Background: an optimization exercise with open tools, aiming at small area, a short achievable clock period and few clock cycles per item. Do not read the settings as production practice.
RTL that was checked went through simulation tests only; none was proved equivalent to the original.
No functional check of the RTL was part of runs 3 to 5.
Power figures rest on the tool's default switching activity, not on a simulated workload.

### flow/design.v
module csa20_alu (
    input  wire        clk,
    input  wire        rst,           
    input  wire        in_valid,
    output wire        in_ready,
    input  wire [3:0]  in_ctl,
    input  wire [19:0] in_a,
    input  wire [19:0] in_b,
    output reg         out_valid,
    output reg  [39:0] out_result,
    output reg         cc_ov,
    output reg         cc_uf,
    output reg         cc_dz
);
    localparam [3:0] OP_ADD = 4'd0,  OP_SUB = 4'd1,  OP_MUL = 4'd2,  OP_DIV = 4'd3,
                     OP_AND = 4'd4,  OP_OR  = 4'd5,  OP_NOT = 4'd6,  OP_SLL = 4'd7,
                     OP_SRL = 4'd8,  OP_SRA = 4'd9,  OP_SLA = 4'd10, OP_ROL = 4'd11,
                     OP_ROR = 4'd12;
    reg        ready;        
    reg        pend;         
    reg        mrun;         
    reg        drun;         
    reg        dal;          
    reg        dfix;         
    reg        first;        
    reg [3:0]  cnt;          
    reg [3:0]  octl;         
    reg        f_sub;        
    reg        f_cin;        
    reg        f_as;         
    reg [19:0] oa;           
    reg [19:0] ob;           
    reg        z1_one, z1_two, z1_neg;      
    reg        z2_one, z2_two, z2_neg, z2_low, zc;
    reg        sa, sb;       
    reg        dzero;        
    reg        rred, rred2;  
    assign in_ready = ready;
    wire in_mul = (in_ctl == OP_MUL);
    wire in_div = (in_ctl == OP_DIV);
    wire in_sub = (in_ctl == OP_SUB);
    wire in_rot = (in_ctl == OP_ROL) | (in_ctl == OP_ROR);
    wire in_big = (|in_b[19:5]) | (in_b[4] & (in_b[3] | in_b[2]));
    wire [19:0] dx     = in_a ^ {20{in_a[19]}};                  
    wire [19:0] mm     = in_b ^ {20{in_b[19]}};
    wire        m_sml  = (mm[18:3] == 16'd0);                
    wire [2:0]  dskip  = (|mm[18:17]) ? 3'd7 : (|mm[18:15]) ? 3'd6 : (|mm[18:13]) ? 3'd5 :
                         (|mm[18:11]) ? 3'd4 : (|mm[18:9])  ? 3'd3 : (|mm[18:7])  ? 3'd2 :
                         (|mm[18:5])  ? 3'd1 : 3'd0;
    wire [19:0] oa_ld  = in_b ^ {20{in_div & ~in_b[19]}};
    wire [19:0] ob_ld  = in_div ? dx : in_a;
    wire [19:0] hi   = out_result[39:20];
    wire [21:0] oa22 = {{2{oa[19]}}, oa};
    wire        dcin = f_cin;                                    
    wire [18:0] rg = first ? 19'd0 : hi[18:0];
    wire [21:0] w  = {1'b0, rg, ob[19], ob[18]};
    wire [19:0] rx    = {1'b0, hi[18:0]};
    wire        rx0   = (hi[18:0] == 19'd0);
    wire        tm1   = ((rx ^ oa) == 20'hFFFFF);        
    wire        inv_q = sa ^ sb;
    wire        inc_q = sb & (sa ? tm1 : rx0);
    reg  [21:0] ax;
    reg         bx_en, bx_inv, cx;
    always @(*) begin
        if (drun) begin
            ax = w;                                  bx_en = 1'b1; bx_inv = 1'b0; cx = dcin;
        end else if (dfix) begin
            ax = {3'b000, hi[18:0]} ^ {22{sa}};
            bx_en  = sa ^ sb;
            bx_inv = sa & ~sb;
            cx     = 1'b0;
        end else begin
            ax = {{2{ob[19]}}, ob};                  bx_en = 1'b1; bx_inv = f_sub; cx = f_cin;
        end
    end
    wire [21:0] bx = (oa22 & {22{bx_en}}) ^ {22{bx_inv}};
    wire [21:0] sx;
    csa20_alu_add #(22) add_x (.a(ax), .b(bx), .ci(cx), .s(sx));
    wire [21:0] sy;
    csa20_alu_add #(22) add_y (.a(w), .b({oa22[20:0], dcin}), .ci(dcin), .s(sy));
    function [2:0] booth(input [2:0] t);                     
        booth = {t[1] ^ t[0], (t[2] & ~t[1] & ~t[0]) | (~t[2] & t[1] & t[0]), t[2]};
    endfunction
    wire [2:0] bn0 = booth(ob[5:3]);
    wire [2:0] bn1 = booth(ob[7:5]);
    wire [2:0] bl0 = booth({in_a[1:0], 1'b0});
    wire [2:0] bl1 = booth(in_a[3:1]);
    wire [21:0] pp0 = (({22{z1_one}} & oa22) | ({22{z1_two}} & {oa22[20:0], 1'b0})) ^ {22{z1_neg}};
    wire [21:0] pp1 = (({22{z2_one}} & oa22) | ({22{z2_two}} & {oa22[20:0], 1'b0})) ^ {22{z2_neg}};
    wire [19:0] acc = first ? 20'd0 : hi;
    wire [23:0] z0 = mrun ? {{4{acc[19]}}, acc} : {2'b00, w};
    wire [23:0] z1 = {{2{pp0[21]}}, pp0};
    wire [23:0] z2 = {pp1, z2_low, z2_low};
    wire        zi = z1_neg;                                
    wire [23:0] zs = z0 ^ z1 ^ z2;
    wire [23:0] zk = {(z0[22:0] & z1[22:0]) | (z0[22:0] & z2[22:0]) | (z1[22:0] & z2[22:0]), zc};
    wire [23:0] sz;
    csa20_alu_add #(24) add_z (.a(zs), .b(zk), .ci(zi), .s(sz));
    wire        qh = ~sy[21];
    wire        ql = qh ? ~sz[21] : ~sx[21];
    reg  [18:0] rn;
    always @(*) begin
        case ({qh, ql})
            2'b00:   rn = w[18:0];
            2'b01:   rn = sx[18:0];
            2'b10:   rn = sy[18:0];
            default: rn = sz[18:0];
        endcase
    end
    wire [19:0] q_fix = (ob ^ {20{inv_q}}) + {19'd0, inc_q};
    wire c20    = sx[20] ^ ax[20] ^ bx[20];                
    wire b_nz   = |oa;
    wire add_ov = f_sub ? (c20 & b_nz) : c20;
    wire [18:0] ua   = ob[18:0];
    wire [18:0] ub   = oa[18:0] ^ {19{f_sub}};
    wire [18:0] up   = ua ^ ub;
    wire [18:0] ug   = ua | ub;
    wire        uz   = (up[0] == f_cin) & (up[18:1] == ug[17:0]);
    wire add_uf = sx[21] & (~sx[19] | uz);
    wire [5:0]  nsum  = oa[5:2] + oa[9:6] + oa[13:10] + oa[17:14] + {4'd0, oa[19:18]};
    reg  [2:0]  bj;
    integer k;
    always @(*) begin
        bj = 3'd0;
        for (k = 0; k < 64; k = k + 1)
            if (oa[7:2] == k[5:0]) bj = k % 5;
    end
    wire [19:0] oa_red1 = {12'd0, nsum, oa[1:0]};
    wire [19:0] oa_red2 = {15'd0, bj, oa[1:0]};            
    wire        sh_left = (octl == OP_SLL) | (octl == OP_SLA) | (octl == OP_ROL);
    wire        sh_big  = (|oa[19:5]) | (oa[4] & (oa[3] | oa[2]));    
    wire [1:0]  sc      = oa[1:0];
    wire [2:0]  sj      = oa[4:2];                           
    wire [1:0]  rc = dal ? {cnt[0], 1'b0} : sh_left ? sc : (2'd0 - sc);
    reg  [2:0]  rj;
    always @(*) begin
        if (dal)
            rj = {1'b0, cnt[2:1]} + 3'd1;                    
        else if (sh_left)
            rj = sj;
        else if (sc != 2'd0)
            rj = 3'd4 - sj;
        else
            rj = (sj == 3'd0) ? 3'd0 : (3'd5 - sj);
    end
    reg  [19:0] rot1, rot2;
    always @(*) begin
        case (rc)
            2'd0: rot1 = ob;
            2'd1: rot1 = {ob[18:0], ob[19]};
            2'd2: rot1 = {ob[17:0], ob[19:18]};
            default: rot1 = {ob[16:0], ob[19:17]};
        endcase
        case (rj)
            3'd0: rot2 = rot1;
            3'd1: rot2 = {rot1[15:0], rot1[19:16]};
            3'd2: rot2 = {rot1[11:0], rot1[19:12]};
            3'd3: rot2 = {rot1[7:0],  rot1[19:8]};
            default: rot2 = {rot1[3:0], rot1[19:4]};
        endcase
    end
    reg [19:0] mask_l, mask_r;
    reg [19:0] amask;                                         
    integer i;
    always @(*) begin
        for (i = 0; i < 20; i = i + 1) begin
            mask_l[i] = (i[4:0] >= oa[4:0]);
            amask[i]  = ({1'b0, i[4:0]} >= {2'b00, cnt[2:0], 1'b0} + 6'd4);
            mask_r[i] = ({1'b0, i[4:0]} + {1'b0, oa[4:0]} <= 6'd19);
        end
    end
    wire        sh_rot  = (octl == OP_ROL) | (octl == OP_ROR);
    wire        sh_fill = (octl == OP_SRA) & ob[19];
    wire [19:0] mask    = sh_rot ? 20'hFFFFF : (sh_big ? 20'd0 : (sh_left ? mask_l : mask_r));
    wire [19:0] sh_r    = (rot2 & mask) | ({20{sh_fill}} & ~mask);
    reg [19:0] sres;
    always @(*) begin
        case (octl)
            OP_ADD, OP_SUB: sres = sx[19:0];
            OP_DIV:         sres = (dzero | inc_q) ? 20'd0 : sx[19:0];    
            OP_AND:         sres = ob & oa;
            OP_OR:          sres = ob | oa;
            OP_NOT:         sres = ~ob;
            OP_SLL, OP_SLA,
            OP_SRL, OP_SRA,
            OP_ROL, OP_ROR: sres = sh_r;
            default:        sres = 20'd0;
        endcase
    end
    always @(posedge clk) begin
        if (mrun)
            out_result <= {sz[23:4], sz[3:0], ob[19:4]};
        else if (drun)
            out_result <= {1'b0, rn, sz[3:0], ob[19:4]};
        else if (dfix)
            out_result <= {dzero ? 20'd0 : q_fix, sres};
        else if (dal)
            out_result <= {1'b0, rot2[18:0] & ~amask[18:0], sres};
        else
            out_result <= {20'd0, sres};
        if (ready)
            ob <= ob_ld;
        else if (mrun)
            ob <= {sz[3:0], ob[19:4]};
        else if (drun)
            ob <= {ob[17:0], qh, ql};
        else if (dal)
            ob <= rot2 & amask;
    end
    always @(posedge clk) begin
        if (rst) begin
            ready     <= 1'b1;
            pend      <= 1'b0;
            mrun      <= 1'b0;
            drun      <= 1'b0;
            dal       <= 1'b0;
            dfix      <= 1'b0;
            out_valid <= 1'b0;
            cc_ov     <= 1'b0;
            cc_uf     <= 1'b0;
            cc_dz     <= 1'b0;
        end else begin
            out_valid <= 1'b0;
            pend      <= 1'b0;
            dfix      <= 1'b0;
            if (pend & rred) begin
                rred  <= 1'b0;
                rred2 <= 1'b1;
                pend  <= 1'b1;
                oa    <= oa_red1;
            end else if (pend & rred2) begin
                rred2 <= 1'b0;
                pend  <= 1'b1;
                ready <= 1'b1;
                oa    <= oa_red2;
            end else if (pend) begin
                out_valid <= 1'b1;
                if (f_as) begin
                    cc_ov <= add_ov;
                    cc_uf <= add_uf;
                end
            end
            if (mrun) begin
                first <= 1'b0;
                cnt   <= cnt + 4'd1;
                {z1_one, z1_two, z1_neg} <= bn0;
                {z2_one, z2_two, z2_neg} <= bn1;
                z2_low <= bn1[0];
                zc     <= bn1[0];
                if (cnt == 4'd3) ready <= 1'b1;
                if (cnt == 4'd4) begin
                    mrun      <= 1'b0;
                    out_valid <= 1'b1;
                    cc_ov     <= 1'b0;
                end
            end
            if (drun) begin
                first <= 1'b0;
                cnt   <= cnt + 4'd1;
                if (cnt == 4'd7) begin
                    ready <= 1'b1;
                    drun  <= 1'b0;
                    dfix  <= 1'b1;
                end
            end
            if (dal) begin
                dal   <= 1'b0;
                drun  <= 1'b1;
                first <= 1'b0;
            end
            if (dfix) begin
                out_valid <= 1'b1;
                cc_dz     <= dzero;
            end
            if (ready) begin
                oa    <= oa_ld;
                octl  <= in_ctl;
                f_sub <= in_sub;
                f_cin <= in_sub | (in_div & ~in_b[19]);
                f_as  <= (in_ctl == OP_ADD) | in_sub;
                sa    <= in_a[19];
                sb    <= in_b[19];
                dzero <= (in_b == 20'd0);
                if (in_mul) begin
                    {z1_one, z1_two, z1_neg} <= bl0;
                    {z2_one, z2_two, z2_neg} <= bl1;
                    z2_low <= bl1[0];
                    zc     <= bl1[0];
                end else begin
                    {z1_one, z1_two, z1_neg} <= 3'b101;
                    {z2_one, z2_two, z2_neg} <= 3'b100;
                    z2_low <= in_div & ~in_b[19];
                    zc     <= 1'b0;
                end
                first <= 1'b1;
                cnt   <= ~in_div ? 4'd0 : m_sml ? 4'd14 : {1'b0, dskip};
                rred  <= in_rot & in_big;
                rred2 <= 1'b0;
                if (in_valid) begin
                    pend  <= ~in_mul & ~in_div;
                    mrun  <= in_mul;
                    drun  <= in_div & m_sml;
                    dal   <= in_div & ~m_sml;
                    ready <= ~in_mul & ~in_div & ~(in_rot & in_big);
                end
            end
        end
    end
endmodule
module csa20_alu_add #(parameter W = 22) (
    input  wire [W-1:0] a,
    input  wire [W-1:0] b,
    input  wire         ci,
    output wire [W-1:0] s
);
    reg [W-1:0] g, p, c;
    integer i, l;
    always @(*) begin
        p = a ^ b;
        g = a & b;
        g[0] = g[0] | (p[0] & ci);
        for (l = 0; (1 << l) < W; l = l + 1)
            for (i = 0; i < W; i = i + 1)
                if (i & (1 << l)) begin
                    g[i] = g[i] | (p[i] & g[((i >> (l + 1)) << (l + 1)) + (1 << l) - 1]);
                    p[i] = p[i] & p[((i >> (l + 1)) << (l + 1)) + (1 << l) - 1];
                end
        c = {g[W-2:0], ci};
    end
    assign s = a ^ b ^ c;
endmodule
### flow/flow/run.sh
#!/bin/bash
set -euo pipefail
export SETUP_SLACK_MARGIN=7.5
export BUFFER_PORTS_ARGS="-buffer_cell sky130_fd_sc_hd__buf_1"
bash standard.sh > standard.log 2>&1
### flow/standard.sh
#!/bin/bash
# synth_recipe.tcl (not shown) runs the flow's synth.tcl, then flattens the netlist and writes it again
# the make line also repeats each setting of config.mk as NAME=value (left out here)
make -C /OpenROAD-flow-scripts/flow DESIGN_CONFIG=/design/flow/config.mk WORK_HOME=/design/flow/orfs CLKGATE_MAP_FILE= SYNTH_SCRIPT=/design/flow/synth_recipe.tcl "${@:-finish}"
### flow/config.mk
export PLATFORM = sky130hd
export DESIGN_NAME = csa20_alu
export DESIGN_NICKNAME = csa20_alu
export VERILOG_FILES = /design/flow/design.v
export SDC_FILE = /design/flow/constraint.sdc
export NUM_CORES = 4
export LEC_CHECK = 0
export CAP_MARGIN = 20
export CELL_PAD_IN_SITES_DETAIL_PLACEMENT = 1
export CELL_PAD_IN_SITES_GLOBAL_PLACEMENT = 2
export CORE_MARGIN = 2
export CORE_UTILIZATION = 40
export PLACE_DENSITY = 0.5
export SLEW_MARGIN = 20
export TNS_END_PERCENT = 100
### flow/constraint.sdc
create_clock -name core_clock -period 12.0 [get_ports {clk}]
set_input_delay 2.4000 -clock core_clock [delete_from_list [all_inputs] [get_ports {clk}]]
set_output_delay 2.4000 -clock core_clock [all_outputs]
set_load 0.01 [all_outputs]
==> impl_metrics.toml, run 1 <==
[grt]
antenna_found_initial = 2
grt_pass1_wl_um = 144000
grt_use_met1 = 0.588
top_usage_layer = "met2"
grt_max_degree = 59
grt_use_met2 = 0.591
grt_use_met3 = 0.0802
overflow = 0
grt_pass1_vias = 20400
track_usage = 0.414

[cts]
clock_latency_ns = 0.46
clock_sinks = 114
cts.path.max_buffers = 2
clk_pin_slew_ns = 0.06
cts_tree = "done"
cts_made_buffers = 17
cts_max_level = 4
root_buffer = "clkbuf_16"

[route]
viasPerCell = 6.79
drcViolationCount = 0
vias = 21600
postRouteAntennaNets = 0
first_iter_violations = 2840
wl_per_cell_um = 32.3
drtPass1Iterations = 7
routed_wl_um = 103000

[critical_path]
arrival_ns = 4.92
startpoint = "oa[0]"
endpoint = "out_result[38]"
rr_endpoint = "out_result[38]"
end_kind = "flop"
startpoint_type = "flop"
crit_required_ns = 12.31
worst_r2r_startpoint = "oa[0]"
criticalPathCategory = "flop to flop"
r2r_cells = 19
path_max_fanout = 13
reg2reg_slack_ns = 7.39

[power_and_ir_drop]
power_density_nw_per_um2 = 161
power_leakage_nw = 8.48
ir_drop_mv = 0.105
seqPwrFrac = 0.167
sw_frac_of_total = 0.540
power_frac_clock = 0.142
pwr-share-comb = 0.691
switchingPower_w = 0.00187
p_int_w = 0.00160

[floorplanning]
die_width_um = 219
core_sq_um = 45600
pin_count = 92
die_h_um = 219
start_util = 0.408
dieArea_sq_um = 48200
num_rows = 78

[final_layout]
drive_gt1_frac = 0.127
layout_commonest_cell = "nand2_1"
finalInstanceArea_sq_um = 21600
areaGrowthSynthToFinish_pct = 16.1
final_cell_mix = "nand2_1, nor2_1, a21oi_1"
num-nets-final = 2777
fill_cells = 5595

[placed_design]
place_area_sq_um = 19400
io_buffers = 91
pre_cts_slack_ns = 5.36
place.gp.congestion = 1.06
hpwl_um = 74200

[yosys]
synth_async_sr_flop_share = 0
yosysUniqueCellTypes = 90
ys_seq_area_frac = 0.157
synth_edf_count = 64
yosys_warnings = 3
syn_inst = 2498
synth_nets = 2714
avgSynthCellArea_sq_um = 7.44
synth-main-ff-cell = "edfxtp_1"
synth_seq_cells = 114
syn-cell-area_sq_um = 18600

[timing]
hold_violations = 0
worst_slew_pin_slew_ns = 1.11
fmax_mhz = 217
slew_viol_final = 0
fin_crit_sh = 0.384
setup_slack_ns = 7.39
relSlewSlack = 0.258
fin_worst_skew_ns = 0.0142
finalSetupViolations = 0
tns_ns = 0
period_needed_ns = 4.61
rsz0062_at_grt = "true"

[run_status]
status = "no timing/DRC/antenna violations"

[worst_hold_path]
worstHoldPathType = "flop to flop"

[run]
max_cap_violations = 0
registers in the layout, indices dropped and copies added, names as in the netlist, 4 cells and up:
name and count:
oa 20, octl 4, out_result 40, cnt 4, ob 20
kinds of logic after synthesis:
kind of cell,count (synthesis),share of synthesized area
mux,61,0.0340
buf+inv,308,0.0658
fa+ha+maj,179,0.139
xor+xnor,273,0.129
simple gates,727,0.179
compound gates,836,0.296
flops,114,0.157
per-stage QoR:
stage	util	power, W	hold WS [ns]	instances
after floorplan	-	0.00178	0.476	2498
after global placement	0.426	0.00256	0.535	3058
after detailed placement	0.426	0.00259	0.529	3058
after CTS	0.458	0.00322	0.552	3138
after global routing	0.473	0.00356	0.574	3174
final	0.473	0.00347	0.565	3177
worst max-delay path, cell delays in order (launching register included):
cell and delay [ns]:
edfxtp_1 0.44, buf_12 0.17, buf_6 0.15, a22oi_2 0.21, xnor2_2 0.16, fa_1 0.48
fa_2 0.44, a211oi_4 0.27, o21a_1 0.18, o211a_1 0.20, buf_6 0.12, o211ai_1 0.09
buf_4 0.17, buf_6 0.12, o32ai_4 0.38, buf_12 0.20, buf_4 0.13, nor2b_1 0.04
a211oi_1 0.36, o311ai_1 0.14
timing repair:
| action | in CTS | in global routing |
|---|---|---|
| pin swaps | 16 | 14 |
| buffers inserted | 44 | 30 |
| setup endpoints to repair | 56 | 37 |
| cloned | 4 | 6 |
| hold buffers | 0 | 0 |
| gates resized for setup | 102 | 74 |
area by class of cell:
| type | instances | area, sq um | share of cell area |
|---|---|---|---|
| Sequential cell | 114 | 2940 | 0.136 |
| Clock inverter | 5 | 27.5 | 0.00128 |
| Tap cell | 600 | 751 | 0.0348 |
| Multi-Input combinational cell | 2077 | 15100 | 0.700 |
| Antenna cell | 3 | 7.51 | 0.000348 |
| Inverter | 110 | 433 | 0.0201 |
| Timing Repair Buffer | 241 | 1820 | 0.0843 |
| Clock buffer | 27 | 503 | 0.0233 |
routing by layer:
metal	part of all wire	up-vias
met5	0	-
met2	0.42	1337
li1	-	9182
met3	0.11	274
met4	0.057	0
met1	0.42	10800
worst min path at each step:
stage          start     to  slack [ns]  cells after the start
6_report       cc_dz  cc_dz        0.56                      2
5_1_grt        cc_dz  cc_dz        0.57                      2
4_1_cts        cc_dz  cc_dz        0.55                      2
3_5_place_dp   cc_dz  cc_dz        0.53                      2
3_3_place_gp   cc_uf  cc_uf        0.54                      2
2_1_floorplan  cc_uf  cc_uf        0.48                      2
power by group through the flow:
stage,logic [W],clock network (W),registers (W)
after floorplan,0.00125,0,0.000530
after global placement,0.00196,0,0.000596
after detailed placement,0.00200,0,0.000596
after CTS,0.00215,0.000489,0.000575
after global routing,0.00248,0.000503,0.000576
final,0.00240,0.000493,0.000580
cells in the mapped netlist, drive strengths merged (15+ instances only):
cell type / count / area share
fa: 50 / 0.054
a211oi: 30 / 0.012
o221ai: 22 / 0.010
o22ai: 24 / 0.0081
a21o: 32 / 0.013
clkbuf: 129 / 0.026
o31ai: 18 / 0.0073
o21ai: 212 / 0.058
mux2i: 53 / 0.029
o211ai: 35 / 0.015
a21oi: 194 / 0.052
nand2: 247 / 0.051
edfxtp: 64 / 0.10
nor3: 50 / 0.013
o21a: 16 / 0.0065
buf: 69 / 0.018
nand4: 17 / 0.0057
ha: 119 / 0.080
nand2b: 24 / 0.0081
a31oi: 25 / 0.0084
inv: 105 / 0.021
nor4: 15 / 0.0059
a22oi: 66 / 0.027
a221oi: 22 / 0.010
nor2b: 32 / 0.011
nand3: 55 / 0.015
nor2: 221 / 0.045
dfxtp: 50 / 0.054
xor2: 101 / 0.048
xnor2: 172 / 0.081
Testbench counts, summed over its fixed seeds: cycles 16,474, ops 8,000.
==> run 2, diff against run 1 <==
==> flow/flow/run.sh (replaced) <==
#!/bin/bash
set -euo pipefail
export SETUP_SLACK_MARGIN=7.8
export BUFFER_PORTS_ARGS="-buffer_cell sky130_fd_sc_hd__buf_1"
bash standard.sh > standard.log 2>&1
==> run 2 against run 1 <==
Net effect:
- critical path depth fell by 1
- final cell count is 0.60% higher
- critical endpoint is now out_result[32]
- setup slack better by 0.25 ns
- count of clock-buffer cells in the layout down 2
- highest routed layer unchanged
==> impl_metrics.toml, run 2 <==
[run_status]
status = "no timing/DRC/antenna violations"

[floorplanning]
core_sq_um = 45600
start_util = 0.408
die_width_um = 219
pin_count = 92
dieArea_sq_um = 48200
num_rows = 78
die_h_um = 219

[yosys]
ys_seq_area_frac = 0.157
synth_async_sr_flop_share = 0
ys_top_cells_by_count = "nand2_1, nor2_1, a21oi_1"
avgSynthCellArea_sq_um = 7.44
yosysUniqueCellTypes = 90
synth_nets = 2714
yosys_warnings = 3
netlist.area_leader.share = 0.103
synthTopCellsByArea = "edfxtp_1, xnor2_1, ha_1, dfxtp_1, fa_1"
syn-cell-area_sq_um = 18600
synth-main-ff-cell = "edfxtp_1"
synth_edf_count = 64
synth_seq_cells = 114
post-synth-top-count-cell = "nand2_1"
yosys.area.top_type = "edfxtp_1"
syn_inst = 2498

[final_layout]
largest_reg_flops = 40
num-nets-final = 2797
finalInstanceArea_sq_um = 22200
largest_register = "out_result"
seq_area_sq_um = 2940
final_cell_mix = "nand2_1, nor2_1, a21oi_1"
areaGrowthSynthToFinish_pct = 19.7
largestRegisters = "out_result x40, oa x20, ob x20"
drive_gt1_frac = 0.160
fill_cells = 5539
multi_input_area_sq_um = 15500
layout_commonest_cell = "nand2_1"

[route]
drcViolationCount = 0
routed_wl_um = 104000
viasPerCell = 6.80
postRouteAntennaNets = 0
drtPass1Iterations = 6
vias = 21700
first_iter_violations = 2740
wl_per_cell_um = 32.4

[placed_design]
place.gp.congestion = 1.06
hpwl_um = 74800
io_buffers = 91
place_area_sq_um = 19500

[grt]
overflow = 0
antenna_found_initial = 2
grt_pass1_wl_um = 148000
track_usage = 0.427
grt_pass1_vias = 21200
grt_max_degree = 59

[cts]
clock_sinks = 114
clock_latency_ns = 0.48
cts_tree = "done"
cts_hold_buf = 0
cts_max_level = 4
cts_made_buffers = 17
cts.path.max_buffers = 2
clk_pin_slew_ns = 0.07
root_buffer = "clkbuf_16"

[critical_path]
crit_family = "compound AO/OA/AOI/OAI gates"
timing.critical_path.buf_inv = 4
cpPeakStageDelay_ns = 0.53
crit_required_ns = 12.35
arrival_ns = 4.71
slowest_stage = "fa_2"
path_max_fanout = 3
crit_path_frequent_cell = "buf_12"
criticalPathCategory = "flop to flop"
end_kind = "flop"
startpoint_type = "flop"
worstPathCellList = "buf_12, buf_4, buf_12, a22oi_1, xor2_1, fa_1, inv_1, ha_2, o21ai_2, o21a_1, o211a_4, o31ai_4, a21o_1, fa_2, nor2_4, nor3_2, a2bb2oi_2, a211oi_1"

[power_and_ir_drop]
seqPwrFrac = 0.158
total_power_w = 0.00362
power_density_nw_per_um2 = 163
power_frac_clock = 0.147
pwr-share-comb = 0.695
ir_drop_mv = 0.143
switchingPower_w = 0.00193
sw_frac_of_total = 0.533
p_int_w = 0.00169
power_leakage_nw = 8.70

[timing]
finalSetupViolations = 0
worst_slew_pin_slew_ns = 1.24
tns_ns = 0
period_needed_ns = 4.36
slew_viol_final = 0
hold_violations = 0
fin_crit_sh = 0.363
rsz0062_at_grt = "true"
relSlewSlack = 0.168
fin_worst_skew_ns = 0.0190
fmax_mhz = 229

[worst_hold_path]
worstHoldPathType = "flop to flop"

[run]
max_cap_violations = 0
==> run 2: cell types whose count changed in the layout (fill, tap and decap cells not counted), sizes merged <==
| cell | change |
|---|---|
| clkinvlp | +3 |
| diode | -1 |
| bufinv | +1 |
| inv | -2 |
| clkbuf | -6 |
| bufbuf | +5 |
| nand3 | -1 |
| buf | +20 |
==> run 2: cells by family after synthesis <==
group | Yosys count | share of synthesized area
mux | 61 | 0.0340
xor+xnor | 273 | 0.129
flops | 114 | 0.157
simple gates | 727 | 0.179
buf+inv | 308 | 0.0658
compound gates | 836 | 0.296
fa+ha+maj | 179 | 0.139
==> run 2: worst reg2reg max path, cell delays in order, from the launching register on <==
cell,delay [ns]
edfxtp_1,0.43
buf_12,0.16
buf_4,0.15
buf_12,0.14
a22oi_1,0.21
xor2_1,0.13
fa_1,0.50
inv_1,0.05
ha_2,0.36
o21ai_2,0.09
o21a_1,0.22
o211a_4,0.26
o31ai_4,0.25
a21o_1,0.17
fa_2,0.53
nor2_4,0.19
nor3_2,0.07
a2bb2oi_2,0.24
a211oi_1,0.07
==> run 2: power groups by stage <==
stage / sequential, W / clock (W) / combinational (W)
CTS: 0.000564 / 0.000530 / 0.00235
detailed placement: 0.000587 / 0 / 0.00204
global route: 0.000570 / 0.000544 / 0.00260
floorplan: 0.000530 / 0 / 0.00128
finish: 0.000573 / 0.000531 / 0.00251
global placement: 0.000588 / 0 / 0.00201
==> run 2: per-stage QoR <==
stage                     hold slack (ns)   util  setup slack (ns)  instances
after global placement              0.473  0.428              6.70       3060
after floorplan                     0.476      -              7.74       2498
final                               0.498  0.488              7.64       3196
after CTS                           0.495  0.481              7.63       3183
after detailed placement            0.476  0.428              6.62       3060
after global routing                0.507  0.488              7.51       3194
==> run 2: repair_timing <==
item                                    CTS  global route
resized for setup                       188            52
buffers inserted                         82            11
endpoints found under the setup margin   61            58
pin swaps                                52            36
gates cloned                              9             0
==> run 2: layout make-up <==
type / instances / area share
clock buffers: 25 / 0.0233
diodes: 2 / 0.000225
well taps: 600 / 0.0338
repair buffers: 262 / 0.0908
multi-input cells: 2076 / 0.697
clock inverters: 7 / 0.00315
inverters: 110 / 0.0197
flip-flops and latches: 114 / 0.132
==> run 2: routing by layer <==
layer,up-vias,share of wire,global-route usage
li1,9208,-,-
met1,10900,0.41,0.575
met2,1343,0.41,0.620
met3,315,0.11,0.106
met4,0,0.065,0.239
met5,-,0,0
==> run 2: final timing paths <==
kind,start,endpoint,slack [ns],depth (start not counted)
worst min register to register,cc_ov,cc_ov,0.50,2
worst max register to register,oa[0],out_result[32],7.64,18
worst min-delay path,cc_ov,cc_ov,0.50,2
worst max-delay path,oa[0],out_result[32],7.64,18
==> run 3, diff against run 2 <==
--- a/flow/design.v
+++ b/flow/design.v
@@ -29,6 +29,7 @@
     reg        f_cin;        
     reg        f_as;         
     reg [19:0] oa;           
+    reg [19:0] oan;          
     reg [19:0] ob;           
     reg        z1_one, z1_two, z1_neg;      
     reg        z2_one, z2_two, z2_neg, z2_low, zc;
@@ -51,6 +52,7 @@
     wire [19:0] ob_ld  = in_div ? dx : in_a;
     wire [19:0] hi   = out_result[39:20];
     wire [21:0] oa22 = {{2{oa[19]}}, oa};
+    wire [21:0] oz22 = ~{{2{oan[19]}}, oan};
     wire        dcin = f_cin;                                    
     wire [18:0] rg = first ? 19'd0 : hi[18:0];
     wire [21:0] w  = {1'b0, rg, ob[19], ob[18]};
@@ -85,8 +87,8 @@
     wire [2:0] bn1 = booth(ob[7:5]);
     wire [2:0] bl0 = booth({in_a[1:0], 1'b0});
     wire [2:0] bl1 = booth(in_a[3:1]);
-    wire [21:0] pp0 = (({22{z1_one}} & oa22) | ({22{z1_two}} & {oa22[20:0], 1'b0})) ^ {22{z1_neg}};
-    wire [21:0] pp1 = (({22{z2_one}} & oa22) | ({22{z2_two}} & {oa22[20:0], 1'b0})) ^ {22{z2_neg}};
+    wire [21:0] pp0 = (({22{z1_one}} & oz22) | ({22{z1_two}} & {oz22[20:0], 1'b0})) ^ {22{z1_neg}};
+    wire [21:0] pp1 = (({22{z2_one}} & oz22) | ({22{z2_two}} & {oz22[20:0], 1'b0})) ^ {22{z2_neg}};
     wire [19:0] acc = first ? 20'd0 : hi;
     wire [23:0] z0 = mrun ? {{4{acc[19]}}, acc} : {2'b00, w};
     wire [23:0] z1 = {{2{pp0[21]}}, pp0};
@@ -274,6 +276,7 @@
             end
             if (ready) begin
                 oa    <= oa_ld;
+                oan   <= ~oa_ld;
                 octl  <= in_ctl;
                 f_sub <= in_sub;
                 f_cin <= in_sub | (in_div & ~in_b[19]);
==> flow/flow/run.sh (replaced) <==
#!/bin/bash
set -euo pipefail
export SETUP_SLACK_MARGIN=7.5
export BUFFER_PORTS_ARGS="-buffer_cell sky130_fd_sc_hd__buf_1"
bash standard.sh > standard.log 2>&1
==> run 3 against run 2 <==
Net effect:
- still clean on timing, DRC and antenna
- wire length shrank 1.6%
- final cell count shrank 0.44%
- sequential share of layout area grew 2.6 points
- critical path depth grew 2
- clock skew shrank 0.0022 ns
- count of clock-buffer cells in the layout shrank 8
- design area grew 0.77%
- fmax shrank 14%
- utilization shrank 0.76 points
- global-route usage shrank 2.5 points
- critical path type unchanged
- largest power group unchanged
- highest routed layer is now met5
==> impl_metrics.toml, run 3 <==
[yosys]
syn_inst = 2466
synth_nets = 2682
ys_seq_area_frac = 0.186
synth_async_sr_flop_share = 0
netlist.area_leader.share = 0.133
yosys_warnings = 3
synth_edf_count = 84
yosys.area.top_type = "edfxtp_1"
synth_seq_cells = 134
post-synth-top-count-cell = "nand2_1"
yosysUniqueCellTypes = 88
syn-cell-area_sq_um = 19000
synthTopCellsByArea = "edfxtp_1, xnor2_1, ha_1, dfxtp_1, fa_1"
ys_top_cells_by_count = "nand2_1, xnor2_1, nor2_1"
synth-main-ff-cell = "edfxtp_1"
avgSynthCellArea_sq_um = 7.69

[route]
drcViolationCount = 0
drtPass1Iterations = 16
routed_wl_um = 102000
first_iter_violations = 2671
viasPerCell = 6.73
vias = 21400
postRouteAntennaNets = 0
wl_per_cell_um = 32.1

[floorplanning]
die_h_um = 222
num_rows = 79
pin_count = 92
core_sq_um = 46700
die_width_um = 222
dieArea_sq_um = 49200
start_util = 0.407

[cts]
root_buffer = "clkbuf_16"
clock_latency_ns = 0.50
clock_sinks = 134
cts_hold_buf = 0
cts.path.max_buffers = 2
cts_max_level = 4
cts_made_buffers = 17
cts_tree = "done"
clk_pin_slew_ns = 0.08

[power_and_ir_drop]
power_leakage_nw = 8.71
power_density_nw_per_um2 = 161
ir_drop_mv = 0.0972

[critical_path]
worst_r2r_startpoint = "first"
arrival_ns = 5.48
startpoint_type = "flop"
reg2reg_slack_ns = 6.91
crit_required_ns = 12.38
r2r_cells = 20
path_max_fanout = 6
rr_endpoint = "out_result[33]"
criticalPathCategory = "flop to flop"
end_kind = "flop"

[worst_hold_path]
hold_end = "cc_uf"
hold_depth = 2
worstHoldPathType = "flop to flop"
min-delay-start = "cc_uf"

[final_layout]
fin_cells = 3182
final_cell_mix = "xnor2_1, nand2_1, nor2_1"
largest_register = "out_result"
fill_cells = 5641
layout_commonest_cell = "xnor2_1"
num-nets-final = 2777
drive_gt1_frac = 0.149
largest_reg_flops = 40
areaGrowthSynthToFinish_pct = 18.1

[timing]
relSlewSlack = 0.264
hold_violations = 0
fin_worst_skew_ns = 0.0168
fmax_mhz = 196
tns_ns = 0
fin_crit_sh = 0.424
slew_viol_final = 0
rsz0062_at_grt = "true"
whs_ns = 0.460
period_needed_ns = 5.09
finalSetupViolations = 0
worst_slew_pin_slew_ns = 1.10

[placed_design]
io_buffers = 91
place_inst = 3058
place.gp.congestion = 0.998
hpwl_um = 74900

[grt]
grt_max_degree = 59
track_usage = 0.402
antenna_found_initial = 3
grt_pass1_vias = 20500
grt_pass1_wl_um = 145000
overflow = 0

[run]
max_cap_violations = 0

[run_status]
status = "no timing/DRC/antenna violations"
## run 3: area by class of cell
cell class | instances | area, sq um | share of cell area
clock inverter | 15 | 189 | 0.00843
timing repair buffer | 256 | 1890 | 0.0842
antenna | 1 | 2.50 | 0.000112
clock buffer | 17 | 425 | 0.0190
sequential | 134 | 3540 | 0.158
inverter | 126 | 503 | 0.0225
timing repair inverter | 2 | 15.0 | 0.000670
tap | 607 | 759 | 0.0339
multi-input combinational | 2024 | 15100 | 0.673
## run 3: layer usage
metal | global-route usage | up-vias | part of all wire
li1 | - | 9143 | -
met1 | 0.580 | 10800 | 0.43
met2 | 0.592 | 1268 | 0.42
met3 | 0.0637 | 237 | 0.11
met4 | 0.173 | 2 | 0.045
met5 | 0 | - | 0.00013
## run 3: worst max-delay path, stage by stage (launching register included)
cell	delay (ns)
edfxtp_1	0.39
buf_6	0.16
buf_12	0.14
nor2b_4	0.12
nand2_2	0.06
o21ai_2	0.07
fa_1	0.44
fa_2	0.38
fa_2	0.40
a211oi_4	0.30
o21ai_2	0.12
a2111oi_4	0.47
nor2_4	0.07
or3_4	0.36
a21oi_4	0.14
o21bai_1	0.10
fa_2	0.36
xor2_2	0.18
a22oi_1	0.20
o211ai_1	0.21
a221o_1	0.30
## run 3: cells by family after synthesis
group,after synthesis,share of synthesized area
AO/OA/AOI/OAI,759,0.259
AND/OR/NAND/NOR,725,0.181
buffers and inverters,310,0.0633
XOR/XNOR,265,0.123
adder cells (fa/ha/maj),186,0.140
flip-flops,134,0.186
multiplexers,87,0.0476
## run 3: repair_timing
item,4_1_cts,5_1_grt
pin swaps,32,57
endpoints found under the setup margin,61,38
cloned,12,0
setup buffers,44,35
resized for setup,145,63
## run 3: worst max-delay path by stage
stage               slack, ns  cells after the start             end  startpoint
detailed placement       6.22                     18  out_result[36]          sa
CTS                      7.11                     17  out_result[33]      oan[0]
finish                   6.91                     20  out_result[33]       first
global placement         6.13                     18  out_result[34]          sa
global route             6.77                     20  out_result[33]       first
floorplan                7.12                     20  out_result[33]       first
## run 3: report_power, final
part	switching, W	internal [W]
Sequential	0.000104	0.000553
Combinational	0.00148	0.000882
Clock	0.000264	0.000316
Total	0.00185	0.00175
## run 3: through the flow
step	setup slack (ns)	cell area [sq um]	util	total power (W)
after floorplan	7.12	19100	-	0.00184
after global placement	6.13	20000	0.429	0.00255
after detailed placement	6.22	20000	0.429	0.00258
after CTS	7.11	21800	0.468	0.00338
after global routing	6.77	22400	0.480	0.00371
final	6.91	22400	0.480	0.00360
==> run 4, diff against run 3 <==
--- a/flow/design.v
+++ b/flow/design.v
@@ -20,7 +20,6 @@
     reg        pend;         
     reg        mrun;         
     reg        drun;         
-    reg        dal;          
     reg        dfix;         
     reg        first;        
     reg [3:0]  cnt;          
@@ -29,7 +28,6 @@
     reg        f_cin;        
     reg        f_as;         
     reg [19:0] oa;           
-    reg [19:0] oan;          
     reg [19:0] ob;           
     reg        z1_one, z1_two, z1_neg;      
     reg        z2_one, z2_two, z2_neg, z2_low, zc;
@@ -49,12 +47,21 @@
                          (|mm[18:11]) ? 3'd4 : (|mm[18:9])  ? 3'd3 : (|mm[18:7])  ? 3'd2 :
                          (|mm[18:5])  ? 3'd1 : 3'd0;
     wire [19:0] oa_ld  = in_b ^ {20{in_div & ~in_b[19]}};
-    wire [19:0] ob_ld  = in_div ? dx : in_a;
+    reg  [19:0] dx4, dxr;
+    always @(*) begin
+        case (dskip[2:1])
+            2'd0: dx4 = {dx[15:0], dx[19:16]};
+            2'd1: dx4 = {dx[11:0], dx[19:12]};
+            2'd2: dx4 = {dx[7:0],  dx[19:8]};
+            default: dx4 = {dx[3:0], dx[19:4]};
+        endcase
+        dxr = dskip[0] ? {dx4[17:0], dx4[19:18]} : dx4;
+    end
+    wire [19:0] ob_ld  = ~in_div ? in_a : m_sml ? dx : dxr;
     wire [19:0] hi   = out_result[39:20];
     wire [21:0] oa22 = {{2{oa[19]}}, oa};
-    wire [21:0] oz22 = ~{{2{oan[19]}}, oan};
     wire        dcin = f_cin;                                    
-    wire [18:0] rg = first ? 19'd0 : hi[18:0];
+    wire [18:0] rg = first ? (ob[18:0] & ~amask[18:0]) : hi[18:0];
     wire [21:0] w  = {1'b0, rg, ob[19], ob[18]};
     wire [19:0] rx    = {1'b0, hi[18:0]};
     wire        rx0   = (hi[18:0] == 19'd0);
@@ -76,10 +83,8 @@
         end
     end
     wire [21:0] bx = (oa22 & {22{bx_en}}) ^ {22{bx_inv}};
-    wire [21:0] sx;
-    csa20_alu_add #(22) add_x (.a(ax), .b(bx), .ci(cx), .s(sx));
-    wire [21:0] sy;
-    csa20_alu_add #(22) add_y (.a(w), .b({oa22[20:0], dcin}), .ci(dcin), .s(sy));
+    wire [21:0] sx = ax + bx + {21'd0, cx};
+    wire [21:0] sy = w + {oa22[20:0], dcin} + {21'd0, dcin};
     function [2:0] booth(input [2:0] t);                     
         booth = {t[1] ^ t[0], (t[2] & ~t[1] & ~t[0]) | (~t[2] & t[1] & t[0]), t[2]};
     endfunction
@@ -87,8 +92,8 @@
     wire [2:0] bn1 = booth(ob[7:5]);
     wire [2:0] bl0 = booth({in_a[1:0], 1'b0});
     wire [2:0] bl1 = booth(in_a[3:1]);
-    wire [21:0] pp0 = (({22{z1_one}} & oz22) | ({22{z1_two}} & {oz22[20:0], 1'b0})) ^ {22{z1_neg}};
-    wire [21:0] pp1 = (({22{z2_one}} & oz22) | ({22{z2_two}} & {oz22[20:0], 1'b0})) ^ {22{z2_neg}};
+    wire [21:0] pp0 = (({22{z1_one}} & oa22) | ({22{z1_two}} & {oa22[20:0], 1'b0})) ^ {22{z1_neg}};
+    wire [21:0] pp1 = (({22{z2_one}} & oa22) | ({22{z2_two}} & {oa22[20:0], 1'b0})) ^ {22{z2_neg}};
     wire [19:0] acc = first ? 20'd0 : hi;
     wire [23:0] z0 = mrun ? {{4{acc[19]}}, acc} : {2'b00, w};
     wire [23:0] z1 = {{2{pp0[21]}}, pp0};
@@ -96,8 +101,7 @@
     wire        zi = z1_neg;                                
     wire [23:0] zs = z0 ^ z1 ^ z2;
     wire [23:0] zk = {(z0[22:0] & z1[22:0]) | (z0[22:0] & z2[22:0]) | (z1[22:0] & z2[22:0]), zc};
-    wire [23:0] sz;
-    csa20_alu_add #(24) add_z (.a(zs), .b(zk), .ci(zi), .s(sz));
+    wire [23:0] sz = zs + zk + {23'd0, zi};
     wire        qh = ~sy[21];
     wire        ql = qh ? ~sz[21] : ~sx[21];
     reg  [18:0] rn;
@@ -133,12 +137,10 @@
     wire        sh_big  = (|oa[19:5]) | (oa[4] & (oa[3] | oa[2]));    
     wire [1:0]  sc      = oa[1:0];
     wire [2:0]  sj      = oa[4:2];                           
-    wire [1:0]  rc = dal ? {cnt[0], 1'b0} : sh_left ? sc : (2'd0 - sc);
+    wire [1:0]  rc = sh_left ? sc : (2'd0 - sc);
     reg  [2:0]  rj;
     always @(*) begin
-        if (dal)
-            rj = {1'b0, cnt[2:1]} + 3'd1;                    
-        else if (sh_left)
+        if (sh_left)
             rj = sj;
         else if (sc != 2'd0)
             rj = 3'd4 - sj;
@@ -162,12 +164,12 @@
         endcase
     end
     reg [19:0] mask_l, mask_r;
-    reg [19:0] amask;                                         
+    reg [19:0] amask;                   
     integer i;
     always @(*) begin
         for (i = 0; i < 20; i = i + 1) begin
             mask_l[i] = (i[4:0] >= oa[4:0]);
-            amask[i]  = ({1'b0, i[4:0]} >= {2'b00, cnt[2:0], 1'b0} + 6'd4);
+            amask[i]  = cnt[3] | ({1'b0, i[4:0]} >= {2'b00, cnt[2:0], 1'b0} + 6'd4);
             mask_r[i] = ({1'b0, i[4:0]} + {1'b0, oa[4:0]} <= 6'd19);
         end
     end
@@ -196,8 +198,6 @@
             out_result <= {1'b0, rn, sz[3:0], ob[19:4]};
         else if (dfix)
             out_result <= {dzero ? 20'd0 : q_fix, sres};
-        else if (dal)
-            out_result <= {1'b0, rot2[18:0] & ~amask[18:0], sres};
         else
             out_result <= {20'd0, sres};
         if (ready)
@@ -205,9 +205,7 @@
         else if (mrun)
             ob <= {sz[3:0], ob[19:4]};
         else if (drun)
-            ob <= {ob[17:0], qh, ql};
-        else if (dal)
-            ob <= rot2 & amask;
+            ob <= {ob[17:0] & (amask[17:0] | {18{~first}}), qh, ql};
     end
     always @(posedge clk) begin
         if (rst) begin
@@ -215,7 +213,6 @@
             pend      <= 1'b0;
             mrun      <= 1'b0;
             drun      <= 1'b0;
-            dal       <= 1'b0;
             dfix      <= 1'b0;
             out_valid <= 1'b0;
             cc_ov     <= 1'b0;
@@ -265,18 +262,12 @@
                     dfix  <= 1'b1;
                 end
             end
-            if (dal) begin
-                dal   <= 1'b0;
-                drun  <= 1'b1;
-                first <= 1'b0;
-            end
             if (dfix) begin
                 out_valid <= 1'b1;
                 cc_dz     <= dzero;
             end
             if (ready) begin
                 oa    <= oa_ld;
-                oan   <= ~oa_ld;
                 octl  <= in_ctl;
                 f_sub <= in_sub;
                 f_cin <= in_sub | (in_div & ~in_b[19]);
@@ -302,33 +293,10 @@
                 if (in_valid) begin
                     pend  <= ~in_mul & ~in_div;
                     mrun  <= in_mul;
-                    drun  <= in_div & m_sml;
-                    dal   <= in_div & ~m_sml;
+                    drun  <= in_div;
                     ready <= ~in_mul & ~in_div & ~(in_rot & in_big);
                 end
             end
         end
     end
 endmodule
-module csa20_alu_add #(parameter W = 22) (
-    input  wire [W-1:0] a,
-    input  wire [W-1:0] b,
-    input  wire         ci,
-    output wire [W-1:0] s
-);
-    reg [W-1:0] g, p, c;
-    integer i, l;
-    always @(*) begin
-        p = a ^ b;
-        g = a & b;
-        g[0] = g[0] | (p[0] & ci);
-        for (l = 0; (1 << l) < W; l = l + 1)
-            for (i = 0; i < W; i = i + 1)
-                if (i & (1 << l)) begin
-                    g[i] = g[i] | (p[i] & g[((i >> (l + 1)) << (l + 1)) + (1 << l) - 1]);
-                    p[i] = p[i] & p[((i >> (l + 1)) << (l + 1)) + (1 << l) - 1];
-                end
-        c = {g[W-2:0], ci};
-    end
-    assign s = a ^ b ^ c;
-endmodule
==> run 4 against run 3 <==
Net effect:
- final cell count is 4.8% higher
- global-route usage decreased by 1.5 points
- fmax increased by 8.2%
- wire length down 1.3%
- synthesized cell count increased by 7.1%
- non-clock buffer count rose by 13
- clock power fell by 5.0%
- setup slack better by 0.38 ns
- die area is 2.8% higher
- flip-flop and latch count is 21 lower
- count of clock-buffer cells in the layout grew 2
- highest routed layer unchanged
==> impl_metrics.toml, run 4 <==
[final_layout]
num-nets-final = 2912
largest_reg_flops = 40
fill_cells = 5873
final_cell_mix = "nor2_1, nand2_1, xnor2_1"
drive_gt1_frac = 0.165
largestRegisters = "out_result x40, oa x20, ob x20"
layout_commonest_cell = "nor2_1"
largest_register = "out_result"
areaGrowthSynthToFinish_pct = 18.9
fin_cells = 3335
final_core_util = 0.484

[timing]
fin_crit_sh = 0.392
relSlewSlack = 0.324
hold_violations = 0
fmax_mhz = 212
finalSetupViolations = 0
slew_viol_final = 0
whs_ns = 0.485
fin_worst_skew_ns = 0.0200
period_needed_ns = 4.71
tns_ns = 0
setup_slack_ns = 7.29
worst_slew_pin_slew_ns = 0.999
rsz0062_at_grt = "true"

[critical_path]
crit_required_ns = 12.35
worstPathCellList = "buf_6, ha_4, a21oi_4, a21o_1, nand2_2, nand2_2, fa_1, ha_4, a211oi_4, o21ai_2, a2111o_1, o31ai_4, a31oi_4, buf_12, xnor2_4, nor2_1, a21oi_1, a221o_1"
cpPeakStageDelay_ns = 0.54
reg2reg_slack_ns = 7.29
timing.critical_path.buf_inv = 2
rr_endpoint = "ob[0]"
arrival_ns = 5.06
startpoint_type = "flop"
criticalPathCategory = "flop to flop"
crit_family = "compound AO/OA/AOI/OAI gates"
worst_r2r_startpoint = "cnt[1]"
r2r_cells = 18
end_kind = "flop"
path_max_fanout = 5
slowest_stage = "edfxtp_1"

[power_and_ir_drop]
power_frac_clock = 0.152
ir_drop_mv = 0.151
sw_frac_of_total = 0.504
p_int_w = 0.00180
pwr-share-comb = 0.711
switchingPower_w = 0.00182
power_density_nw_per_um2 = 156
seqPwrFrac = 0.137
power_leakage_nw = 8.80

[grt]
top_usage_layer = "met2"
overflow = 0
track_usage = 0.387
grt_use_met2 = 0.606
grt_pass1_wl_um = 145000
grt_max_degree = 55
grt_use_met1 = 0.509
grt_use_met3 = 0.0832
antenna_found_initial = 3
grt_pass1_vias = 21900

[cts]
clk_pin_slew_ns = 0.06
clock_latency_ns = 0.49
cts_made_buffers = 17
cts.path.max_buffers = 2
root_buffer = "clkbuf_16"
cts_tree = "done"
cts_hold_buf = 0
clock_sinks = 113
cts_max_level = 4

[placed_design]
io_buffers = 91
place.gp.congestion = 0.950
pre_cts_slack_ns = 5.65
place_inst = 3193
hpwl_um = 69900

[floorplanning]
die_h_um = 225
core_sq_um = 47900
start_util = 0.407
dieArea_sq_um = 50500
num_rows = 80
pin_count = 92
die_width_um = 225

[route]
drtPass1Iterations = 11
routed_wl_um = 101000
drcViolationCount = 0
wl_per_cell_um = 30.2
postRouteAntennaNets = 0
viasPerCell = 6.79
first_iter_violations = 2443
vias = 22600

[yosys]
synth_nets = 2849
synth_edf_count = 64
netlist.area_leader.share = 0.0985
yosys_warnings = 1
syn-cell-area_sq_um = 19500
yosys.area.top_type = "edfxtp_1"
yosysUniqueCellTypes = 90
ys_top_cells_by_count = "nand2_1, nor2_1, a21oi_1"
synthTopCellsByArea = "edfxtp_1, xnor2_1, ha_1, a21oi_1, o21ai_0"
synth_async_sr_flop_share = 0
synth-main-ff-cell = "edfxtp_1"
syn_inst = 2642
synth_seq_cells = 113
avgSynthCellArea_sq_um = 7.38
ys_seq_area_frac = 0.149
post-synth-top-count-cell = "nand2_1"

[worst_hold_path]
hold_end = "cc_ov"
hold_depth = 2
min-delay-start = "cc_ov"
worstHoldPathType = "flop to flop"

[run_status]
status = "no timing/DRC/antenna violations"

[run]
max_cap_violations = 0
## run 4: worst max path at each step
stage,start,endpoint,slack (ns),cells after the start
4_1_cts,in_b[19],ob[0],7.41,10
6_report,cnt[1],ob[0],7.29,18
3_5_place_dp,first,out_result[31],5.65,19
5_1_grt,cnt[1],out_result[24],7.20,19
3_3_place_gp,first,out_result[31],5.81,19
2_1_floorplan,in_b[19],ob[2],7.49,9
## run 4: what timing repair did
action / CTS / global route
cloned: 6 / 3
gates resized for setup: 183 / 93
setup endpoints to repair: 66 / 50
setup buffers: 53 / 46
pin swaps: 27 / 47
## run 4: metrics by stage
stage,total power [W],cell area (sq um)
detailed placement,0.00256,20400
floorplan,0.00187,19700
global placement,0.00252,20400
finish,0.00362,23200
global route,0.00376,23200
CTS,0.00335,22300
## run 4: area by class of cell
cell class	instances	area, sq um	area share
Multi-Input combinational cell	2212	16500	0.712
Sequential cell	113	2910	0.125
Timing Repair Buffer	269	2030	0.0876
Tap cell	615	769	0.0332
Clock buffer	19	433	0.0187
Inverter	91	362	0.0156
Clock inverter	13	163	0.00701
Timing Repair inverter	1	5.00	0.000216
Antenna cell	2	5.00	0.000216
## run 4: logic make-up after synthesis
| family | share of synthesized area |
|---|---|
| muxes | 0.0624 |
| and+or+nand+nor | 0.176 |
| DFF | 0.149 |
| xor gates and xnor gates | 0.125 |
| buffers and inverters | 0.0652 |
| adders and majority gates | 0.117 |
| AOI/OAI and AO/OA | 0.305 |
## run 4: layer usage
metal	vias to the layer above	wire, um
li1	9799	-
met1	11200	41100
met2	1263	44300
met3	347	9690
met4	2	5550
met5	-	13
## run 4: power by group through the flow
stage | Sequential, W | Clock, W | Combinational [W]
floorplan | 0.000498 | 0 | 0.00137
global placement | 0.000506 | 0 | 0.00201
detailed placement | 0.000507 | 0 | 0.00205
CTS | 0.000495 | 0.000553 | 0.00230
global route | 0.000498 | 0.000564 | 0.00270
finish | 0.000497 | 0.000551 | 0.00257
## run 4: tightest hold or removal path, cell delays in order (launching register included)
cell     delay (ns)
dfxtp_1        0.31
nand3_1        0.07
o31ai_1        0.06
==> run 5, diff against run 4 <==
--- a/flow/design.v
+++ b/flow/design.v
@@ -33,7 +33,7 @@
     reg        z2_one, z2_two, z2_neg, z2_low, zc;
     reg        sa, sb;       
     reg        dzero;        
-    reg        rred, rred2;  
+    reg        rred;         
     assign in_ready = ready;
     wire in_mul = (in_ctl == OP_MUL);
     wire in_div = (in_ctl == OP_DIV);
@@ -124,15 +124,18 @@
     wire        uz   = (up[0] == f_cin) & (up[18:1] == ug[17:0]);
     wire add_uf = sx[21] & (~sx[19] | uz);
     wire [5:0]  nsum  = oa[5:2] + oa[9:6] + oa[13:10] + oa[17:14] + {4'd0, oa[19:18]};
+    wire [4:0]  nsum2 = nsum[3:0] + {3'd0, nsum[5:4]};
     reg  [2:0]  bj;
-    integer k;
     always @(*) begin
-        bj = 3'd0;
-        for (k = 0; k < 64; k = k + 1)
-            if (oa[7:2] == k[5:0]) bj = k % 5;
+        case (nsum2)
+            5'd0, 5'd5, 5'd10, 5'd15: bj = 3'd0;
+            5'd1, 5'd6, 5'd11, 5'd16: bj = 3'd1;
+            5'd2, 5'd7, 5'd12, 5'd17: bj = 3'd2;
+            5'd3, 5'd8, 5'd13, 5'd18: bj = 3'd3;
+            default:                  bj = 3'd4;
+        endcase
     end
-    wire [19:0] oa_red1 = {12'd0, nsum, oa[1:0]};
-    wire [19:0] oa_red2 = {15'd0, bj, oa[1:0]};            
+    wire [19:0] oa_red = {15'd0, bj, oa[1:0]};             
     wire        sh_left = (octl == OP_SLL) | (octl == OP_SLA) | (octl == OP_ROL);
     wire        sh_big  = (|oa[19:5]) | (oa[4] & (oa[3] | oa[2]));    
     wire [1:0]  sc      = oa[1:0];
@@ -224,14 +227,9 @@
             dfix      <= 1'b0;
             if (pend & rred) begin
                 rred  <= 1'b0;
-                rred2 <= 1'b1;
-                pend  <= 1'b1;
-                oa    <= oa_red1;
-            end else if (pend & rred2) begin
-                rred2 <= 1'b0;
                 pend  <= 1'b1;
                 ready <= 1'b1;
-                oa    <= oa_red2;
+                oa    <= oa_red;
             end else if (pend) begin
                 out_valid <= 1'b1;
                 if (f_as) begin
@@ -289,7 +287,6 @@
                 first <= 1'b1;
                 cnt   <= ~in_div ? 4'd0 : m_sml ? 4'd14 : {1'b0, dskip};
                 rred  <= in_rot & in_big;
-                rred2 <= 1'b0;
                 if (in_valid) begin
                     pend  <= ~in_mul & ~in_div;
                     mrun  <= in_mul;
==> run 5 against run 4 <==
Net effect:
- still clean on timing, DRC and antenna
- worst hold slack worse by 0.0042 ns
- wire length fell by 0.56%
- flip-flop and latch count fell by 1
- fmax decreased by 2.0%
- design area is 0.49% higher
- first-iteration DRC count rose by 9.7%
- combinational power rose by 34%
- sequential power rose by 2%
- critical endpoint unchanged
==> impl_metrics.toml, run 5 <==
[run_status]
status = "no timing/DRC/antenna violations"

[cts]
cts_tree = "done"
clock_sinks = 112
clock_latency_ns = 0.42
cts_hold_buf = 0
cts.path.max_buffers = 2
root_buffer = "clkbuf_16"
cts_max_level = 3
clk_pin_slew_ns = 0.11
cts_made_buffers = 9

[critical_path]
criticalPathCategory = "flop to flop"
reg2reg_slack_ns = 7.20
crit_required_ns = 12.18
startpoint = "cnt[3]"
startpoint_type = "flop"
worst_r2r_startpoint = "cnt[3]"
r2r_cells = 21
rr_endpoint = "ob[0]"
end_kind = "flop"
arrival_ns = 4.99
path_max_fanout = 6

[yosys]
synth_edf_count = 63
synth-main-ff-cell = "edfxtp_1"
yosysUniqueCellTypes = 94
yosys_warnings = 1
post-synth-top-count-cell = "a21oi_1"
syn-cell-area_sq_um = 19000
yosys.area.top_type = "edfxtp_1"
synth_async_sr_flop_share = 0
syn_inst = 2548
synth_seq_cells = 112
ys_seq_area_frac = 0.151
avgSynthCellArea_sq_um = 7.47
netlist.area_leader.share = 0.0994
ys_top_cells_by_count = "a21oi_1, nor2_1, nand2_1"
synth_nets = 2762
synthTopCellsByArea = "edfxtp_1, xnor2_1, ha_1, a21oi_1, dfxtp_1"

[final_layout]
multi_input_area_sq_um = 16400
largestRegisters = "out_result x40, oa x20, ob x20"
final_cell_mix = "a21oi_1, nand2_1, nor2_1"
largest_register = "out_result"
layout_commonest_cell = "a21oi_1"
areaGrowthSynthToFinish_pct = 22.5
final_core_util = 0.498
largest_reg_flops = 40
seq_area_sq_um = 2880
fill_cells = 5688
drive_gt1_frac = 0.206
num-nets-final = 2886

[timing]
fin_crit_sh = 0.400
fmax_mhz = 208
period_needed_ns = 4.80
whs_ns = 0.481
worst_slew_pin_slew_ns = 1.08
fin_worst_skew_ns = 0.0382
tns_ns = 0
slew_viol_final = 0
rsz0062_at_grt = "true"
finalSetupViolations = 0
hold_violations = 0
setup_slack_ns = 7.20
relSlewSlack = 0.280

[route]
vias = 22200
drtPass1Iterations = 8
wl_per_cell_um = 30.5
routed_wl_um = 100000
drcViolationCount = 0
viasPerCell = 6.74
first_iter_violations = 2679
postRouteAntennaNets = 0

[worst_hold_path]
hold_depth = 2
worstHoldPathType = "flop to flop"
min-delay-start = "cc_uf"
hold_end = "cc_uf"

[placed_design]
place.gp.congestion = 0.994
hpwl_um = 69400
pre_cts_slack_ns = 5.82
io_buffers = 91

[power_and_ir_drop]
seqPwrFrac = 0.118
power_density_nw_per_um2 = 184
pwr-share-comb = 0.802
sw_frac_of_total = 0.526
switchingPower_w = 0.00225
ir_drop_mv = 0.350
power_frac_clock = 0.079
total_power_w = 0.00428
p_int_w = 0.00203
power_leakage_nw = 9.00

[grt]
grt_max_degree = 52
track_usage = 0.384
grt_pass1_wl_um = 142000
grt_pass1_vias = 21000
overflow = 0
antenna_found_initial = 3

[floorplanning]
core_sq_um = 46800
pin_count = 92
die_width_um = 222
dieArea_sq_um = 49300
die_h_um = 222
num_rows = 79
start_util = 0.407

[run]
max_cap_violations = 0
run 5: metal layers:
| layer | part of all wire | up-vias | GRT usage | wire (um) |
|---|---|---|---|---|
| li1 | - | 9613 | - | - |
| met1 | 0.42 | 11000 | 0.540 | 42600 |
| met2 | 0.43 | 1226 | 0.575 | 43400 |
| met3 | 0.096 | 262 | 0.0712 | 9600 |
| met4 | 0.045 | 6 | 0.155 | 4490 |
| met5 | 0.00046 | - | 0 | 46 |
run 5: power groups by stage:
stage / Sequential (W) / Combinational (W) / Clock (W)
after global routing: 0.000508 / 0.00363 / 0.000352
after CTS: 0.000506 / 0.00294 / 0.000341
after detailed placement: 0.000524 / 0.00263 / 0
final: 0.000506 / 0.00344 / 0.000341
after global placement: 0.000522 / 0.00257 / 0
after floorplan: 0.000505 / 0.00183 / 0
run 5: through the flow:
step	area, sq um	std cells
after global routing	23300	3284
final	23300	3285
after detailed placement	19900	3095
after CTS	21700	3196
after floorplan	19200	2548
after global placement	19900	3095
run 5: kinds of logic after synthesis:
group           Yosys count  share of synthesized area
compound gates          876                      0.305
buf+inv                 312                     0.0640
fa+ha+maj               167                      0.125
flops                   112                      0.151
xor+xnor                268                      0.125
simple gates            715                      0.176
mux                      98                     0.0537
run 5: final cells by class:
class                   instances  area share
diodes                          1    0.000107
multi-input cells            2129       0.703
inverters                      98      0.0166
clock inverters                 7     0.00360
repair buffers                322       0.111
flip-flops and latches        112       0.124
clock buffers                   9     0.00966
well taps                     607      0.0326
run 5: what timing repair did:
action / CTS / global route
gates resized for setup: 179 / 196
setup endpoints to repair: 77 / 51
gates cloned: 7 / 6
pin swaps: 44 / 109
setup buffers: 78 / 82
run 5: worst max path at each step:
stage,endpoint,depth (start not counted)
global route,oa[3],19
global placement,ob[0],17
floorplan,ob[1],10
finish,ob[0],21
CTS,oa[2],19
detailed placement,ob[0],17
run 5: worst max-delay path: stages, from the launching register on:
cell,delay (ns)
edfxtp_1,0.51
nand2b_4,0.23
nor2_4,0.19
o21ai_4,0.12
a21oi_2,0.19
nand2_2,0.10
nand2_4,0.10
nor2_4,0.04
a21oi_2,0.12
fa_1,0.46
ha_4,0.31
nand4_1,0.23
nor4_4,0.31
nand3_2,0.17
a31oi_4,0.28
xor2_4,0.23
buf_6,0.14
buf_12,0.13
clkinvlp_4,0.19
o21ai_2,0.18
a21oi_1,0.05
a311o_1,0.31

[afterwards: timing with drivers on the ports]
The results above use ideal ports. As a check the final layouts listed here were re-extracted and re-timed, cells and wires unchanged. Step 1 sets driving cells, clkbuf_16 on the clock port and buf_2 on the other inputs (assumed; they add their load-dependent delay and slew). Step 2, shift: input delay + t, output delay - t, t = (earliest + latest rising clock arrival at the registers) / 2. This alone moves slack from input paths to output paths. Three values: ideal ports, drivers, drivers and shift; two values: the first two.
run | t, ns | setup WS [ns] | cell pins on the clock port's net
run 1 | 0.512 | 7.392 / 7.392 / 7.261 | 1
run 2 | 0.536 | 7.640 / 7.640 / 7.549 | 1
run 3 | 0.552 | 6.908 / 6.908 / 6.908 | 1
run 4 | 0.536 | 7.293 / 7.293 / 6.981 | 1
run 5 | 0.466 | 7.197 / 7.197 / 6.952 | 1
After both steps setup and hold are still met in every run listed. The setup slack of run 4, which loses most, moves by 0.000 ns with the drivers and by -0.312 ns with both steps.
